Source: an optimization exercise on an open RTL-to-GDS flow (aim: a short achievable clock period and few clock cycles). Production flows keep margins and buffers that such runs may drop. At most, simulation tests tie the RTL to the original design; equivalence was not proved. Power is estimated from default activity; no workload was simulated.

## minicomp_core
module minicomp_core (
    input  wire       clk,
    input  wire       rst,           
    output wire [7:0] mem_addr,
    input  wire [7:0] mem_rdata,
    output wire       mem_we,
    output wire [7:0] mem_wdata,
    output wire [7:0] io_port,       
    output wire       io_rd,         
    input  wire [7:0] io_rdata,
    input  wire       io_present,    
    output wire       io_wr,         
    output wire [7:0] io_wdata
);
For scale: ~570 flip-flops, about 54 I/O pins, about 37000 sq um of cells after synthesis.
make LEC_CHECK=0 ABC_CLOCK_PERIOD_IN_PS=1000 CAP_MARGIN=20 CORE_MARGIN=2 CORE_UTILIZATION=40 PLACE_DENSITY=0.6 SETUP_SLACK_MARGIN=3.5 SLEW_MARGIN=20 finish   # period 5.0 ns
run.sh (not shown) runs the stock make flow with config.mk's settings and CLKGATE_MAP_FILE= SYNTH_SCRIPT=/design/flow/synth_recipe.tcl, a recipe that flattens the netlist after the stock synthesis.
Edit:
--- a/flow/design.v
+++ b/flow/design.v
@@ -36,23 +36,23 @@
     reg         nb_hit;              
     reg [7:0]   nb_imm;              
     reg         e_ic;                
     reg [7:0]   imm_q;               
     reg       cy, f_al, f_eq, zen;
     reg [7:0] fres;
     wire [7:0] b = mem_rdata;
     wire [7:0] g0 = xa & xb;
     wire [7:0] t0 = xa | xb;
     reg  [8:0] gg, pp;
     reg  [8:0] gn, pn;
-    integer k, d, j;
+    integer k, d, j, m;
     always @(*) begin
         gg = {g0, cy};
         pp = {t0, 1'b0};
         for (d = 1; d < 9; d = d * 2) begin
             gn = gg;
             pn = pp;
             for (k = d; k < 9; k = k + 1) begin
                 gn[k] = gg[k] | (pp[k] & gg[k - d]);
                 pn[k] = pp[k] & pp[k - d];
             end
             gg = gn;
@@ -203,27 +203,23 @@
                 rl_hit <= ~upd & ((b_j | (b_d & lk_hit)) ? la3_h : la2_h);
             else if (m_normal & e_data)
                 rl_hit <= ~upd & la2_h;
             else if (m_memop & ~mo_hit)
                 rl_hit <= ~upd & ~(nb_m & nbh) & ((nb_j | (nb_d & nbh)) ? li3_h : li2_h);
             else
                 rl_hit <= 1'b0;
             e_ic   <= load & ld_hit & ((ir_nx[7:4] == 4'd2) | (ir_nx[7:4] == 4'd4) | (ir_nx[7:4] == 4'd5));
             iw_en  <= (m_normal & ~e_ic & (e_data | e_jmp)) | m_jimm | (m_memop & we_q);
             iw_all <= ~m_memop;
             for (j = 0; j < 32; j = j + 1)
-                if (iw_en & (iw_idx == j) & (iw_all | (ic_v[j] & (ic_t[3*j +: 3] == iw_tag)))) begin
-                    ic_v[j] <= 1'b1;
-                    ic_t[3*j +: 3] <= iw_tag;
-                    ic_d[8*j +: 8] <= iw_d;
-                end
+                if (iw_en & (iw_idx == j) & iw_all) ic_v[j] <= 1'b1;
             we_q <= 1'b0;
             wr_q <= 1'b0;
             mo_ld <= 1'b0;
             mo_hit <= 1'b0;
             mo_hit1 <= 1'b0;
             m_fetch  <= 1'b0;
             m_normal <= load;
             m_memop  <= 1'b0;
             m_jimm   <= 1'b0;
             if (m_fetch) begin
                 addr_q <= b_seq;
@@ -271,22 +267,27 @@
         end
     end
     always @(posedge clk) begin
         if (load) begin
             ir <= ir_nx;
             sb <= nbs;
         end
         xa <= fa_add ? sum : fa_f ? xf : xsa;
         xb <= fb_add ? sum : fb_f ? xf : xsb;
         if (load_b) ipc <= a1;
         else if (load_nb) ipc <= i1;
+        for (m = 0; m < 32; m = m + 1)
+            if (iw_en & (iw_idx == m) & (iw_all | (ic_v[m] & (ic_t[3*m +: 3] == iw_tag)))) begin
+                ic_t[3*m +: 3] <= iw_tag;
+                ic_d[8*m +: 8] <= iw_d;
+            end
         if (load) imm_q <= ld_imm;
         if ((m_fetch | n_seq) & ~(b_m & lk_hit)) begin
             rl_d <= (b_j | (b_d & lk_hit)) ? la3_d : la2_d;
         end else if (m_normal & e_data) begin
             rl_d <= la2_d;
         end else begin
             rl_d <= (nb_j | (nb_d & nbh)) ? li3_d : li2_d;
         end
         iw_idx   <= addr_q[4:0];
         iw_idxm1 <= addr_q[4:0] - 5'd1;
         iw_tag   <= addr_q[7:5];
Effect: Non-clock buffer count drops by 68. Cell count drops by 9.3%. Routed wire length drops by 12%. Hold slack loses 0.0032 ns. Count of clock-buffer cells in the layout climbs by 2. Setup slack loses 0.33 ns. Core utilization drops by 1.8 points. Sequential power barely changes. Power drops by 4.4%. Final area drops by 3.1%.
No run of this note included a check of the RTL's function; only the layout flow was run.

---

minicomp_core, a different RTL version from the one above (not shown whole).
Size in the first run: ~850 cells after synthesis, roughly 140 flip-flops, roughly 54 I/O pins, about 0.0081 mm² of cells after synthesis.
export LEC_CHECK = 0
export ABC_CLOCK_PERIOD_IN_PS = 1000
export CAP_MARGIN = 20
export CORE_MARGIN = 2
export CORE_UTILIZATION = 40
export PLACE_DENSITY = 0.6
export SETUP_SLACK_MARGIN = 3.5
export SLEW_MARGIN = 20
create_clock -name core_clock -period 5.0 [get_ports {clk}]
Testbench counts at the start, summed over its fixed seeds: cycles 99,460.
Then changed:
--- a/flow/design.v
+++ b/flow/design.v
@@ -9,14 +9,13 @@
     output wire       io_rd,         
     input  wire [7:0] io_rdata,
     input  wire       io_present,    
     output wire       io_wr,         
     output wire [7:0] io_wdata
 );
-    reg [7:0] x0, x1, x2, x3;        
-    reg [3:0] xv;                    
+    reg [7:0] x0, x1, x2, x3;
     reg [7:0] addr_q, ir, ipc, nb, ioaddr, wdata_q;
     reg       m_fetch, m_normal, m_memop, m_jimm;
     reg       we_q, rd_q, wr_q;
     reg [3:0] sb;                    
     reg [7:0] xa, xb;                
     reg e_add, e_shl, e_shr, e_not, e_and, e_or, e_xor, e_alu, e_aluw;
@@ -85,42 +84,41 @@
     wire n_seq  = m_normal & (e_seq | (e_jxxx & ~taken));
     wire st_hit = mo_st & (addr_q == ipc);
     wire       load_b  = m_fetch | n_seq;
     wire       load_nb = m_memop & ~st_hit;
     wire       load    = load_b | load_nb;
     wire [7:0] ir_nx   = m_memop ? nb : b;
-    wire       w_oth = (m_normal & (e_data | e_ina | (e_ind & io_present))) | (m_memop & mo_ld);
-    wire [7:0] od    = e_ind ? io_rdata : e_ina ? ioaddr : b;
+    wire       w_oth = e_data | e_ina | e_ind | mo_ld;
+    wire [7:0] od    = e_ind ? (io_present ? io_rdata : xb) : e_ina ? ioaddr : b;
     wire [7:0] xd    = e_aluw ? c : od;
     wire [3:0] xw    = sb & {4{e_aluw | w_oth}};
     wire [3:0] na = 4'b0001 << ir_nx[3:2];
     wire [3:0] nbs = 4'b0001 << ir_nx[1:0];
-    wire [7:0] r0 = x0 & {8{xv[0]}};
-    wire [7:0] r1 = x1 & {8{xv[1]}};
-    wire [7:0] r2 = x2 & {8{xv[2]}};
-    wire [7:0] r3 = x3 & {8{xv[3]}};
-    wire [7:0] xsa = ({8{na[0]}} & r0) | ({8{na[1]}} & r1) | ({8{na[2]}} & r2) | ({8{na[3]}} & r3);
-    wire [7:0] xsb = ({8{nbs[0]}} & r0) | ({8{nbs[1]}} & r1) | ({8{nbs[2]}} & r2) | ({8{nbs[3]}} & r3);
+    wire [7:0] xsa = ({8{na[0]}} & x0) | ({8{na[1]}} & x1) | ({8{na[2]}} & x2) | ({8{na[3]}} & x3);
+    wire [7:0] xsb = ({8{nbs[0]}} & x0) | ({8{nbs[1]}} & x1) | ({8{nbs[2]}} & x2) | ({8{nbs[3]}} & x3);
     wire       fwa = |(xw & na);
     wire       fwb = |(xw & nbs);
     always @(posedge clk) begin
         if (rst) begin
-            xv <= 4'd0;
+            x0 <= 8'd0; x1 <= 8'd0; x2 <= 8'd0; x3 <= 8'd0;
             addr_q <= 8'd0;
             ioaddr <= 8'd0;
             m_fetch <= 1'b1; m_normal <= 1'b0; m_memop <= 1'b0; m_jimm <= 1'b0;
             we_q <= 1'b0; rd_q <= 1'b0; wr_q <= 1'b0;
             e_add <= 1'b0; e_shl <= 1'b0; e_shr <= 1'b0; e_not <= 1'b0; e_and <= 1'b0;
             e_or <= 1'b0; e_xor <= 1'b0; e_alu <= 1'b0; e_aluw <= 1'b0;
             e_clf <= 1'b0; e_data <= 1'b0; e_ind <= 1'b0; e_ina <= 1'b0; e_outa <= 1'b0;
             e_jmp <= 1'b0; e_jmpr <= 1'b0; e_jxxx <= 1'b0; e_mem <= 1'b0; e_st <= 1'b0;
             e_outd <= 1'b0;
             mo_ld <= 1'b0; mo_st <= 1'b0;
             cy <= 1'b0; f_al <= 1'b0; f_eq <= 1'b0; zen <= 1'b0;
         end else begin
-            xv <= xv | xw;
+            if (xw[0]) x0 <= xd;
+            if (xw[1]) x1 <= xd;
+            if (xw[2]) x2 <= xd;
+            if (xw[3]) x3 <= xd;
             if (e_alu) begin
                 cy <= cout; f_al <= a_gt_b; f_eq <= a_eq_b; zen <= e_aluw;
             end
             if (e_clf) begin
                 cy <= 1'b0; f_al <= 1'b0; f_eq <= 1'b0; zen <= 1'b0;
             end
@@ -193,16 +191,12 @@
                 addr_q <= b;
                 m_fetch <= 1'b1;
             end
         end
     end
     always @(posedge clk) begin
-        if (xw[0]) x0 <= xd;
-        if (xw[1]) x1 <= xd;
-        if (xw[2]) x2 <= xd;
-        if (xw[3]) x3 <= xd;
         if (e_alu) fres <= c;
         if (load) begin
             ir <= ir_nx;
             sb <= nbs;
         end
         xa <= fwa ? xd : xsa;
=> Worst setup slack gains 28 ps; final area climbs by 10%; first-iteration DRC count climbs by 33%; power climbs by about 13%; register-to-register slack gains 30 ps; routed wire length climbs by about 11%.
Testbench counts after the change, summed over its fixed seeds: cycles 99,460.

[port drivers added, routing unchanged]
How much do the figures lean on ideal ports? The routed layouts below were timed once more, with nothing changed but the port constraints.
Step 1: set_driving_cell puts a clkbuf_16 on clk and a buf_2 on each other input, an assumption about the parent block.
Step 2 times the ports against the registers' clock, not the clock port: input delays grow and output delays shrink by t, the midpoint of the rising clock arrivals with the driver on.
Three values: no drivers, after step 1, after step 2; two values: the first two.
run	t, ns	slack for setup (ns)	hold slack, ns	worst setup path after step 2	worst slew at a driven data input, ns
the first run of note 1	0.731	2.229 / 2.229 / 1.856	0.491 / 0.491 / 0.491	input to register	0.06
the second run of note 1	0.685	1.901 / 1.901 / 1.901	0.488 / 0.488 / 0.488	register to register	0.15
the first run of note 2	0.470	2.807 / 2.807 / 2.380	0.507 / 0.507 / 0.507	input to register	0.06
the second run of note 2	0.470	2.836 / 2.826 / 2.429	0.494 / 0.494 / 0.494	input to register	0.06
After both steps every run listed still meets setup and hold. The setup slack of the first run of note 2, which loses most, moves by 0.000 ns with the drivers and by -0.427 ns with both steps.
